Context: an optimization exercise on an open-source flow, tuned for small area, a short achievable clock period and few clock cycles. The choices shown serve that exercise and are no tape-out recipe.
The RTL was checked by simulation tests, not by an equivalence proof against the original design.
Power and IR drop assume default switching activity.

== alpha ==
==> flow/design.v (excerpt) <==
module vwac (
  input  wire        clk,
  input  wire        rst,         
  input  wire        bus_valid,   
  input  wire        bus_write,   
  input  wire [11:0] bus_addr,    
  input  wire [31:0] bus_wdata,
  output wire [31:0] bus_rdata    
);
clock: 11.0 ns
lec_check: 0
cap_margin: 20
core_margin: 2
core_utilization: 60
cts_cluster_diameter: 90
cts_cluster_size: 20
place_density: 0.7
slew_margin: 20
standard.sh (not shown) runs the stock make flow with config.mk's settings and CLKGATE_MAP_FILE= SYNTH_SCRIPT=/design/flow/synth_recipe.tcl, a recipe that flattens the netlist after the stock synthesis.
==> flow/flow/run.sh <==
#!/bin/bash
set -euo pipefail
MARGIN=7
make() { command make "$@" SETUP_SLACK_MARGIN=$MARGIN; }
export -f make
export MARGIN
bash standard.sh finish > run_flow.log 2>&1
Testbench counts of alpha, summed over its fixed seeds: cycles 51,062.
Input changes introduced in beta (baseline for comparison: alpha):
diff --git a/flow/flow/run.sh b/flow/flow/run.sh
--- a/flow/flow/run.sh
+++ b/flow/flow/run.sh
@@ -3,2 +3,3 @@
 MARGIN=7
+export BUFFER_PORTS_ARGS="-buffer_cell sky130_fd_sc_hd__buf_2"
 make() { command make "$@" SETUP_SLACK_MARGIN=$MARGIN; }
diff --git a/flow/config.mk b/flow/config.mk
--- a/flow/config.mk
+++ b/flow/config.mk
@@ -9,6 +9,6 @@
 export CORE_MARGIN = 2
-export CORE_UTILIZATION = 60
+export CORE_UTILIZATION = 55
 export CTS_CLUSTER_DIAMETER = 90
 export CTS_CLUSTER_SIZE = 20
-export PLACE_DENSITY = 0.7
+export PLACE_DENSITY = 0.65
 export SLEW_MARGIN = 20
- The run showing the greater met3 usage in global routing is alpha.
- The shortest clock period the worst path allows after layout in beta sits 14 ps above the value recorded for alpha.
- Going from alpha to beta, via count of the first global-routing pass went down by 3.0%, clock skew after layout went down by 56 ps, initial cell density of the core went down by 5.0 points, met1 layer wirelength in the final routing went up by about 4%, routed wire length per instance went down by 1.4 um.
- Relative contribution of sequential cells to total power of beta is on par with alpha.
- alpha ended up with a311oi_1 as its master of the slowest instance on the critical path; beta ended up with a221oi_2.
diff inputs: beta => gamma
==> flow/flow/run.sh <==
#!/bin/bash
set -euo pipefail
MARGIN=7
make() { command make "$@" SETUP_SLACK_MARGIN=$MARGIN; }
export -f make
export MARGIN
bash standard.sh finish > run_flow.log 2>&1
diff --git a/flow/config.mk b/flow/config.mk
--- a/flow/config.mk
+++ b/flow/config.mk
@@ -9,6 +9,6 @@
 export CORE_MARGIN = 2
-export CORE_UTILIZATION = 55
+export CORE_UTILIZATION = 50
 export CTS_CLUSTER_DIAMETER = 90
 export CTS_CLUSTER_SIZE = 20
-export PLACE_DENSITY = 0.65
+export PLACE_DENSITY = 0.6
 export SLEW_MARGIN = 20
Notes after the runs:
Final-layout clock-cell area share of gamma is on par with beta. Critical path depth was higher in the run labelled beta. gamma ended with more relative contribution of combinational cells to total power than beta. The power in sequential cells was comparable across beta and gamma.

## v6
Starting RTL as in the previous note.
Settings: LEC_CHECK=0, CAP_MARGIN=20, CORE_MARGIN=2, CORE_UTILIZATION=55, CTS_CLUSTER_DIAMETER=90, CTS_CLUSTER_SIZE=20, PLACE_DENSITY=0.65, SLEW_MARGIN=20; clock period 11.0 ns.
==> flow/flow/run.sh <==
#!/bin/bash
set -euo pipefail
MARGIN=7
make() { command make "$@" SETUP_SLACK_MARGIN=$MARGIN; }
export -f make
export MARGIN
bash standard.sh finish > run_flow.log 2>&1
Testbench counts of v6, summed over its fixed seeds: cycles 51,062.
Input changes introduced in v7 (baseline for comparison: v6):
- removing CTS_CLUSTER_DIAMETER (formerly 90)
- removing CTS_CLUSTER_SIZE (formerly 20)
- changing CORE_UTILIZATION from 55 to 50
- changing PLACE_DENSITY from 0.65 to 0.6
The area of combinational cells with multiple inputs in v7 sits about 0.37% above the value recorded for v6. Comparing v6 and v7, the lower setup slack of the most critical reg-to-reg path is on v7. Comparing v6 and v7, global-route usage is lower on v7. v6 vs v7, worst setup path startpoint: rq_2[12] vs st[3]. Compared v7 vs v6, and final-stage net count is up in v7. Between v6 and v7, the flow reports clock power increasing by more than half. The lower critical path depth of v6 and v7 is in v6. NOTE count of plain and timing-repair buffers in the layout v6->v7 increased by a few percent.

==> port drivers added, routing unchanged <==
The results above use ideal ports. As a check the final layouts listed here were re-extracted and re-timed, cells and wires unchanged. Step 1 assumes that a clkbuf_16 drives the clock port and a buf_2 every other input. Step 2 adds t to the input delays and takes it off the output delays; t is the mean of the earliest and latest rising clock arrival at the registers after step 1. Input paths then give back, and output paths get back, about the clock's delay inside the block. Three values: ideal ports, drivers, drivers and shift; two values: the first two.
run | shift t [ns] | setup slack, ns | hold slack, ns
alpha | 0.864 | 6.841 / 6.818 / 6.087 | 0.423 / 0.423 / 0.423
beta | 0.856 | 6.827 / 6.793 / 6.138 | 0.426 / 0.426 / 0.426
gamma | 0.896 | 6.844 / 6.753 / 6.135 | 0.428 / 0.428 / 0.428
v6 | 0.871 | 6.900 / 6.809 / 6.092 | 0.423 / 0.423 / 0.423
v7 | 0.949 | 6.773 / 6.720 / 6.047 | 0.421 / 0.421 / 0.421
After both steps setup and hold are still met in every run listed. The setup slack of v6, which loses most, moves by -0.091 ns with the drivers and by -0.808 ns with both steps.
